From an optimization exercise on the open Yosys and OpenROAD flow, aimed at a short achievable clock period and few clock cycles; shortcuts taken in it are not production practice. In this exercise RTL edits were held to simulation tests only and were not proved equivalent to the original. Power is estimated from default activity; no workload was simulated.

$ cat flow/design.v
module srvm_core (
    input  wire        clk,
    input  wire        rst,           
    output wire        mem_req,
    output wire        mem_we,
    output wire [11:0] mem_addr,
    output wire [7:0]  mem_wdata,
    input  wire [23:0] mem_rdata,     
    input  wire        mem_ready,
    output wire        out_valid,     
    output wire [7:0]  out_data,
    output wire        out_clear,     
    output wire        halted,
    output wire        faulted,
    output wire        halt_flag,
    output wire [31:0] pc_o,
    output wire [31:0] sp_o,
    output wire [2:0]  fault_cause,
    output wire [7:0]  fault_opcode,
    output wire [31:0] fault_info,
    input  wire [4:0]  dbg_sel,
    output wire [31:0] dbg_data
);
    localparam [31:0] MEM_SIZE   = 32'd4096;
    localparam [31:0] PROG_LIMIT = 32'd3072;
    localparam [31:0] SP_INIT    = 32'd4095;
    localparam [7:0] OP_ADD  = 8'h40, OP_SUB  = 8'h41, OP_MUL  = 8'h42,
                     OP_DIV  = 8'h43, OP_MOD  = 8'h44, OP_HALT = 8'h60,
                     OP_MOV  = 8'h61, OP_JMP  = 8'h62, OP_JMPZ = 8'h63,
                     OP_LDB  = 8'h64, OP_PUSH = 8'h65, OP_POP  = 8'h6C,
                     OP_STB  = 8'h74, OP_SOW  = 8'h01, OP_SOC  = 8'h02;
    localparam [2:0] F_DATA = 3'd2, F_STACK = 3'd3,
                     F_DIV0 = 3'd4, F_DOVF  = 3'd5, F_REG = 3'd6;
    localparam [1:0] D_IDLE = 2'd0, D_NORM = 2'd1, D_ITER = 2'd2, D_DONE = 2'd3;
    reg [31:0] pc, sp;
    reg        hf;
    reg        flt;
    reg [2:0]  flt_cause;
    reg [7:0]  flt_op;
    reg [31:0] flt_info;
    reg [31:0] regs [0:31];
    reg        ir_v;
    reg [7:0]  ir_op, ir_a, ir_b;
    reg [1:0]  dstate;
    reg [31:0] d_n;           
    reg [31:0] d_d;           
    reg [31:0] d_sh;          
    reg [31:0] d_q;           
    reg [5:0]  d_cnt;         
    reg        d_sn, d_sd, d_mod, d_wb;
    reg [4:0]  d_dst;
    wire busy = (dstate != D_IDLE);
    wire pc_lim  = (pc >= PROG_LIMIT);
    wire stopped = flt | hf | pc_lim;
    wire exec    = ir_v & !stopped & !busy;
    wire [31:0] ra_val = regs[ir_a[4:0]];
    wire [31:0] rb_val = regs[ir_b[4:0]];
    wire [31:0] va = ir_a[7] ? ra_val : {24'd0, ir_a};
    wire [31:0] vb = ir_b[7] ? rb_val : {24'd0, ir_b};
    wire        a_oor = ir_a[7] & (ir_a[6:5] != 2'b00);
    wire        b_oor = ir_b[7] & (ir_b[6:5] != 2'b00);
    wire        r_oor = a_oor | b_oor;
    wire [31:0] pc_next = pc + 32'd3;
    wire [31:0] sp_up   = sp + 32'd1;
    wire [31:0] sp_dn   = sp - 32'd1;
    wire op_ldb  = (ir_op == OP_LDB);
    wire op_stb  = (ir_op == OP_STB);
    wire op_push = (ir_op == OP_PUSH);
    wire op_pop  = (ir_op == OP_POP);
    wire op_div  = (ir_op == OP_DIV) | (ir_op == OP_MOD);
    wire op_jmp  = (ir_op == OP_JMP);
    wire op_jmpz = (ir_op == OP_JMPZ);
    wire op_halt = (ir_op == OP_HALT);
    wire op_mem  = op_ldb | op_stb | op_push | op_pop;
    wire data_oob  = vb[31] | (vb[30:12] != 19'd0);
    wire div_zero  = (vb == 32'd0);
    wire div_ovf   = (va == 32'h8000_0000) && (vb == 32'hFFFF_FFFF);
    wire push_big  = (sp[31:12] != 20'd0);
    wire push_zero = (sp == 32'd0);
    wire pop_big   = (sp_up[31:12] != 20'd0);
    reg        f_any;
    reg [2:0]  f_cause;
    reg [31:0] f_info;
    always @(*) begin
        f_any   = 1'b1;
        f_cause = F_REG;
        f_info  = 32'd0;
        if (r_oor) begin
            f_info = a_oor ? {25'd0, ir_a[6:0]} : {25'd0, ir_b[6:0]};
        end else if (op_div && div_zero) begin
            f_cause = F_DIV0;
        end else if (op_div && div_ovf) begin
            f_cause = F_DOVF;
        end else if ((op_ldb || op_stb) && data_oob) begin
            f_cause = F_DATA;
            f_info  = vb;
        end else if (op_push && (push_big || push_zero)) begin
            f_cause = F_STACK;
            f_info  = push_big ? sp : 32'hFFFF_FFFF;
        end else if (op_pop && pop_big) begin
            f_cause = F_STACK;
            f_info  = sp_up;
        end else begin
            f_any = 1'b0;
        end
    end
    wire ok = exec & !f_any;
    wire        va_zero = (va == 32'd0);
    wire [31:0] npc = op_jmp ? va : (op_jmpz & va_zero) ? vb : pc_next;
    reg        alu_wb;
    reg [31:0] alu_val;
    always @(*) begin
        alu_wb  = 1'b0;
        alu_val = vb;
        case (ir_op)
            OP_ADD: begin alu_wb = 1'b1; alu_val = va + vb; end
            OP_SUB: begin alu_wb = 1'b1; alu_val = va - vb; end
            OP_MUL: begin alu_wb = 1'b1; alu_val = va * vb; end
            OP_MOV: begin alu_wb = 1'b1; alu_val = vb;      end
            default: ;
        endcase
    end
    wire        data_acc = exec & op_mem;               
    wire [11:0] data_addr = op_pop ? sp_up[11:0] : (op_push ? sp[11:0] : vb[11:0]);
    wire        fetch = !stopped & !data_acc & (!ir_v | exec);
    wire [31:0] faddr = exec ? npc : pc;
    assign mem_req   = data_acc | fetch;
    assign mem_we    = data_acc & !f_any & (op_stb | op_push);
    assign mem_addr  = data_acc ? data_addr : faddr[11:0];
    assign mem_wdata = op_push ? vb[7:0] : va[7:0];
    wire fetch_take = fetch & mem_ready & (!ir_v | (ok & !op_halt));
    function [5:0] clz32(input [31:0] x);
        integer k;
        begin
            clz32 = 6'd32;
            for (k = 0; k < 32; k = k + 1)
                if (x[k]) clz32 = 6'd31 - k[5:0];
        end
    endfunction
    wire [5:0]  n_lz = clz32(d_n);
    wire [5:0]  d_lz = clz32(d_d);
    wire [5:0]  j0   = d_lz - n_lz;                
    wire        q_zero = (n_lz > d_lz);
    wire [32:0] s1_diff = {1'b0, d_n} - {1'b0, d_sh};
    wire        s1_ge   = !s1_diff[32];
    wire [31:0] s1_r    = s1_ge ? s1_diff[31:0] : d_n;
    wire [31:0] s1_sh   = {1'b0, d_sh[31:1]};
    wire [32:0] s2_diff = {1'b0, s1_r} - {1'b0, s1_sh};
    wire        s2_ge   = !s2_diff[32];
    wire [31:0] s2_r    = s2_ge ? s2_diff[31:0] : s1_r;
    wire        two     = (d_cnt != 6'd1);
    wire        q_neg   = d_sn ^ d_sd;
    wire        r_nz    = (d_n != 32'd0);
    wire        adj     = r_nz & q_neg;
    wire [31:0] q_fin   = q_neg ? (adj ? ~d_q : -d_q) : d_q;
    wire [31:0] r_t     = adj ? (d_d - d_n) : d_n;
    wire        r_ng    = adj ? d_sd : d_sn;
    wire [31:0] r_fin   = r_ng ? -r_t : r_t;
    wire        wb_div = (dstate == D_DONE) & d_wb;
    wire        wb_ex  = ok & ir_a[7] & (alu_wb | ((op_ldb | op_pop) & mem_ready));
    wire [31:0] wb_ex_val = (op_ldb | op_pop) ? {24'd0, mem_rdata[7:0]} : alu_val;
    integer i;
    always @(posedge clk) begin
        if (rst) begin
            for (i = 0; i < 32; i = i + 1)
                regs[i] <= 32'd0;
        end else if (wb_div) begin
            regs[d_dst] <= d_mod ? r_fin : q_fin;
        end else if (wb_ex) begin
            regs[ir_a[4:0]] <= wb_ex_val;
        end
    end
    always @(posedge clk) begin
        if (rst) begin
            pc        <= 32'd0;
            sp        <= SP_INIT;
            hf        <= 1'b0;
            flt       <= 1'b0;
            flt_cause <= 3'd0;
            flt_op    <= 8'd0;
            flt_info  <= 32'd0;
            ir_v      <= 1'b0;
            ir_op     <= 8'd0;
            ir_a      <= 8'd0;
            ir_b      <= 8'd0;
            dstate    <= D_IDLE;
            d_n       <= 32'd0;
            d_d       <= 32'd0;
            d_sh      <= 32'd0;
            d_q       <= 32'd0;
            d_cnt     <= 6'd0;
            d_sn      <= 1'b0;
            d_sd      <= 1'b0;
            d_mod     <= 1'b0;
            d_wb      <= 1'b0;
            d_dst     <= 5'd0;
        end else begin
            if (fetch_take) begin
                ir_op <= mem_rdata[7:0];
                ir_a  <= mem_rdata[15:8];
                ir_b  <= mem_rdata[23:16];
                ir_v  <= 1'b1;
            end
            if (exec) begin
                if (f_any) begin
                    flt       <= 1'b1;
                    flt_cause <= f_cause;
                    flt_op    <= ir_op;
                    flt_info  <= f_info;
                end else if (op_halt) begin
                    hf <= 1'b1;
                end else if (op_mem) begin
                    if (mem_ready) begin
                        if (op_pop)  sp <= sp_up;
                        if (op_push) sp <= sp_dn;
                        pc   <= pc_next;
                        ir_v <= 1'b0;
                    end
                end else begin
                    pc <= npc;
                    if (!fetch_take) ir_v <= 1'b0;
                    if (op_div) begin
                        d_sn   <= va[31];
                        d_sd   <= vb[31];
                        d_n    <= va[31] ? -va : va;
                        d_d    <= vb[31] ? -vb : vb;
                        d_q    <= 32'd0;
                        d_mod  <= (ir_op == OP_MOD);
                        d_wb   <= ir_a[7];
                        d_dst  <= ir_a[4:0];
                        dstate <= D_NORM;
                    end
                end
            end
            case (dstate)
                D_NORM: begin
                    d_sh   <= d_d << j0[4:0];
                    d_cnt  <= j0 + 6'd1;
                    dstate <= q_zero ? D_DONE : D_ITER;
                end
                D_ITER: begin
                    if (two) begin
                        d_n   <= s2_r;
                        d_q   <= {d_q[29:0], s1_ge, s2_ge};
                        d_sh  <= {2'b0, d_sh[31:2]};
                        d_cnt <= d_cnt - 6'd2;
                        if (d_cnt == 6'd2) dstate <= D_DONE;
                    end else begin
                        d_n    <= s1_r;
                        d_q    <= {d_q[30:0], s1_ge};
                        dstate <= D_DONE;
                    end
                end
                D_DONE: dstate <= D_IDLE;
                default: ;
            endcase
        end
    end
    assign out_valid = ok & (ir_op == OP_SOW);
    assign out_clear = ok & (ir_op == OP_SOC);
    assign out_data  = va[7:0];
    assign faulted      = flt;
    assign halted       = !flt & (hf | pc_lim) & !busy;
    assign halt_flag    = hf;
    assign pc_o         = pc;
    assign sp_o         = sp;
    assign fault_cause  = flt_cause;
    assign fault_opcode = flt_op;
    assign fault_info   = flt_info;
    assign dbg_data     = regs[dbg_sel];
endmodule
$ cat flow/run.sh
#!/bin/bash
# synth_recipe.tcl (not shown) runs the flow's synth.tcl, then flattens the netlist and writes it again
# the make line also repeats each setting of config.mk as NAME=value (left out here)
make -C /OpenROAD-flow-scripts/flow DESIGN_CONFIG=/design/flow/config.mk WORK_HOME=/design/flow/orfs CLKGATE_MAP_FILE= SYNTH_SCRIPT=/design/flow/synth_recipe.tcl finish
$ cat flow/config.mk
export PLATFORM = sky130hd
export DESIGN_NAME = srvm_core
export DESIGN_NICKNAME = srvm_core
export VERILOG_FILES = /design/flow/design.v
export SDC_FILE = /design/flow/constraint.sdc
export NUM_CORES = 4
export LEC_CHECK = 0
export CAP_MARGIN = 20
export CORE_MARGIN = 2
export CORE_UTILIZATION = 30
export PLACE_DENSITY = 0.45
export SLEW_MARGIN = 20
$ cat flow/constraint.sdc
create_clock -name core_clock -period 15.0 [get_ports {clk}]
set_input_delay 3.0000 -clock core_clock [delete_from_list [all_inputs] [get_ports {clk}]]
set_output_delay 3.0000 -clock core_clock [all_outputs]
set_load 0.01 [all_outputs]
==> results.py <==
metrics = {
    "outcome": {
        "status": "complete, no violations",
    },
    "setup_path": {
        "cpMostUsedCell": "fa_1",
        "slowest_delay_ns": 1.01,
        "reg2reg_to": "regs[22][29]$_SDFFCE_PN0P_",
        "cp.arrival_ns": 13.06,
        "cp.buffers_inverters": 6,
        "worstPathRequired_ns": 15.56,
        "critPathTopFamily": "adder cells",
        "crit_type": "register to register",
        "crit_path_max_fanout": 36,
        "regToRegSetupSlack_ns": 2.50,
        "endpoint_kind": "register",
        "worst_path_max_delay_cell": "dfxtp_4",
        "cp-start-kind": "register",
        "ff2ff_path_depth": 32,
    },
    "detailed_routing": {
        "vias": 89376,
        "wire_per_inst_um": 34.9,
        "drt-met1-wl_um": 200000,
        "vias_per_cell": 6.07,
        "drc": 0,
        "initialDrtViolationCount": 12443,
        "wirelength_um": 514000,
        "dr.max_layer_used": "met5",
        "met2_length_um": 235000,
        "ant_nets": 0,
        "met3WireLength_um": 47800,
        "first_pass_iters": 8,
    },
    "place": {
        "gp_congestion": 0.953,
        "port_buffers": 205,
        "hpwlAfterDp_um": 350000,
    },
    "floorplanning": {
        "die_h_um": 598,
        "io-pin-count": 206,
        "start_util": 0.301,
        "die_w_um": 598,
        "rows": 218,
        "core_area_mm2": 0.352,
        "die_area_mm2": 0.357,
    },
    "synthesis": {
        "synthSimpleGateAreaFrac": 0.141,
        "synth_compound_area_frac": 0.106,
        "synth-edff-count": 1024,
        "yosysTopAreaCell": "edfxtp_1",
        "synth_ff_type": "edfxtp_1",
        "synth-adder-area-share": 0.110,
        "syn_nets": 10810,
        "yosysWarnings": 1,
        "ys_seq_area_frac": 0.345,
        "synth_top_area_frac": 0.291,
        "synth_top_family_by_area": "multiplexers",
        "synth.distinct_cells": 106,
        "muxShareOfSynthArea": 0.208,
        "async_flop_share": 0,
        "ys_top_cells_by_count": "1725 x nor2_1, 1024 x edfxtp_1, 878 x mux4_2",
        "synth_most_common_cell": "nor2_1",
        "synth-seq-cells": 1313,
        "netlist_area_mm2": 0.106,
        "synthTopCellsByArea": "edfxtp_1 29%, mux4_2 19%, fa_1 7.8%",
        "syn_area_per_cell_um2": 10.5,
        "synthXorXnorAreaFrac": 0.0321,
        "netlist_instances": 10097,
    },
    "sta": {
        "grt_setup_unrepaired": "false",
        "final.setup.tns_ns": 0,
        "worst_pin_slew_ns": 1.25,
        "maxSlewHeadroom": 0.167,
        "fin_skew_ns": 0.132,
        "finalCritPeriodShare": 0.833,
        "hold_violations": 0,
        "fin_crit_ns": 12.50,
        "drv_slew": 0,
        "holdWs_ns": 0.453,
        "timing.fmax_mhz": 80.0,
        "setup_violations": 0,
    },
    "run": {
        "cap_violations": 0,
    },
    "clocking": {
        "clkLatencyLatePin_ns": 0.91,
        "cts_resized": 0,
        "postCtsSetupBuffers": 0,
        "cts.path.max_buffers": 4,
        "cts_root_buf": "clkbuf_16",
        "holdBufCountCts": 0,
        "cts_max_level": 4,
        "clock_sinks": 1313,
        "numCtsBuffers": 170,
        "cts_tree": "yes",
        "clkTransAtPathRegs_ns": 0.06,
    },
    "cells_and_area": {
        "final.fill_count": 35231,
        "multi_input_area_mm2": 0.0644,
        "drive_above_1_share": 0.180,
        "syn2layout_area_growth_pct": 13.2,
        "finalNetCount": 10684,
        "register_area_mm2": 0.0366,
    },
    "pwr": {
        "sw_frac_of_total": 0.367,
        "vdd_drop_max_mv": 0.116,
        "combPwrFrac": 0.345,
        "p_int_mw": 8.22,
        "p_clk_frac": 0.334,
        "seq_power_share": 0.321,
        "netSwitchingPower_mw": 4.76,
        "cellPowerDensity_mw_per_mm2": 108,
        "total_power_mw": 13.0,
        "leakagePower_nw": 42.2,
    },
    "global_routing": {
        "track_usage": 0.282,
        "grt_overflow_total": 0,
        "grt_max_degree": 113,
        "antenna_found_initial": 26,
        "grt_pass1_vias": 87426,
        "grt_pass1_wl_um": 710000,
    },
    "worst_hold_path": {
        "hold_depth": 2,
        "min-delay-start": "flt_cause[2]$_SDFFE_PP0P_",
        "hp-class": "register to register",
        "min_to": "flt_cause[2]$_SDFFE_PP0P_",
    },
}
## power groups by stage
stage | combinational (mW) | sequential, mW | clock (mW)
6_report | 4.48 | 4.17 | 4.33
2_1_floorplan | 2.80 | 4.16 | 0
4_1_cts | 4.43 | 4.16 | 4.37
3_5_place_dp | 4.40 | 4.24 | 0
3_3_place_gp | 4.41 | 4.23 | 0
5_1_grt | 4.72 | 4.18 | 4.49
## tightest hold or removal path: cells and delay by family, from the launching register on
family	cells	cell delay, ns
flops	1	0.31
compound gates	1	0.05
simple gates	1	0.05
## how the worst max path moves through the flow
stage | start | endpoint | slack (ns) | cells after the start
5_1_grt | register | regs[11][29]$_SDFFCE_PN0P_ | 1.96 | 35
2_1_floorplan | register | regs[0][28]$_SDFFCE_PN0P_ | 4.47 | 38
6_report | register | regs[22][29]$_SDFFCE_PN0P_ | 2.50 | 32
4_1_cts | register | out_valid | 2.17 | 19
3_5_place_dp | register | regs[15][19]$_SDFFCE_PN0P_ | 2.46 | 29
3_3_place_gp | register | regs[1][19]$_SDFFCE_PN0P_ | 2.49 | 29
## per-layer routing
| layer | up-vias | GRT usage |
|---|---|---|
| li1 | 36533 | - |
| met1 | 46313 | 0.365 |
| met2 | 5332 | 0.449 |
| met3 | 1190 | 0.0549 |
| met4 | 8 | 0.141 |
| met5 | - | 0 |
## cells by family after synthesis
logic type,count (synthesis)
AND/OR/NAND/NOR,3433
AO/OA/AOI/OAI,1716
buffers and inverters,1479
flip-flops,1313
multiplexers,1093
adder cells (fa/ha/maj),681
XOR/XNOR,382
## per-stage QoR
stage	area, um2	instances	setup slack [ns]	util
after CTS	120000	14711	2.17	0.340
after floorplan	106000	10097	4.47	-
after detailed placement	114000	14414	2.46	0.324
final	120000	14724	2.50	0.340
after global placement	114000	14408	2.49	0.324
after global routing	120000	14717	1.96	0.340
## layout by cell type (no fill, tap or decap), types with 25 or more instances in the layout
| cell | netlist | final |
|---|---|---|
| nor2_1 | 1725 | 1724 |
| edfxtp_1 | 1024 | 1024 |
| mux4_2 | 878 | 878 |
| nand2_1 | 855 | 853 |
| inv_1 | 605 | 603 |
| a21oi_1 | 536 | 529 |
| fa_1 | 413 | 413 |
| buf_4 | 30 | 334 |
| dfxtp_1 | 289 | 277 |
| ha_1 | 268 | 268 |
| xnor2_1 | 261 | 260 |
| o21ai_0 | 247 | 243 |
| clkdlybuf4s50_1 | 0 | 199 |
| clkbuf_16 | 0 | 173 |
| nor3_1 | 168 | 163 |
| a211oi_1 | 150 | 147 |
| mux2i_1 | 140 | 129 |
| nand3_1 | 129 | 127 |
| xor2_1 | 117 | 115 |
| a21o_1 | 94 | 93 |
| a31oi_1 | 93 | 90 |
| nand2b_1 | 108 | 75 |
| mux2_2 | 75 | 75 |
| o22ai_1 | 73 | 72 |
| nor2b_1 | 72 | 69 |
| nor4_1 | 64 | 58 |
| and3_1 | 60 | 58 |
| and2_1 | 49 | 49 |
| o211ai_1 | 49 | 49 |
| or3_1 | 41 | 40 |
| o21a_1 | 39 | 39 |
| nand4_1 | 38 | 38 |
| a221oi_1 | 34 | 34 |
| a22oi_1 | 42 | 34 |
| clkbuf_1 | 500 | 34 |
| clkinv_1 | 7 | 32 |
| o21bai_1 | 32 | 32 |
| o221ai_1 | 33 | 30 |
| bufinv_16 | 0 | 25 |
## registers in the layout, indices dropped and copies added, names as in the netlist, 32 cells and up, named ones only
name,cells
d_d,32
sp,32
flt_info,32
d_sh,32
pc,32
regs,1024
d_n,32
d_q,32
## cell type report
class                      count  area share
clock inverter                83     0.00919
multi-input combinational   7305       0.537
inverter                     620      0.0194
clock buffer                 214      0.0380
antenna                        8    0.000167
sequential                  1313       0.305
timing repair buffer         561      0.0424
tap                         4620      0.0483
Testbench counts, summed over its fixed seeds: cycles 145,989.

==> re-timing with driven ports <==
The results above use ideal ports. As a check the final layout listed here was re-extracted and re-timed, cells and wires unchanged. Step 1 assumes that a clkbuf_16 drives the clock port and a buf_2 every other input. Step 2 times the ports against the registers' clock, not the clock port: input delays grow and output delays shrink by t, the midpoint of the rising clock arrivals with the driver on. a / b / c = ideal ports / drivers / drivers and shift; a / b = the first two.
t, ns: 0.960
slack for setup (ns): 2.498 / 2.487 / 2.498
worst hold slack (ns): 0.453 / 0.453 / 0.453
After both steps this run still meets setup and hold. For this run, drivers alone change the setup slack by -0.011 ns; drivers and shift together by 0.000 ns.
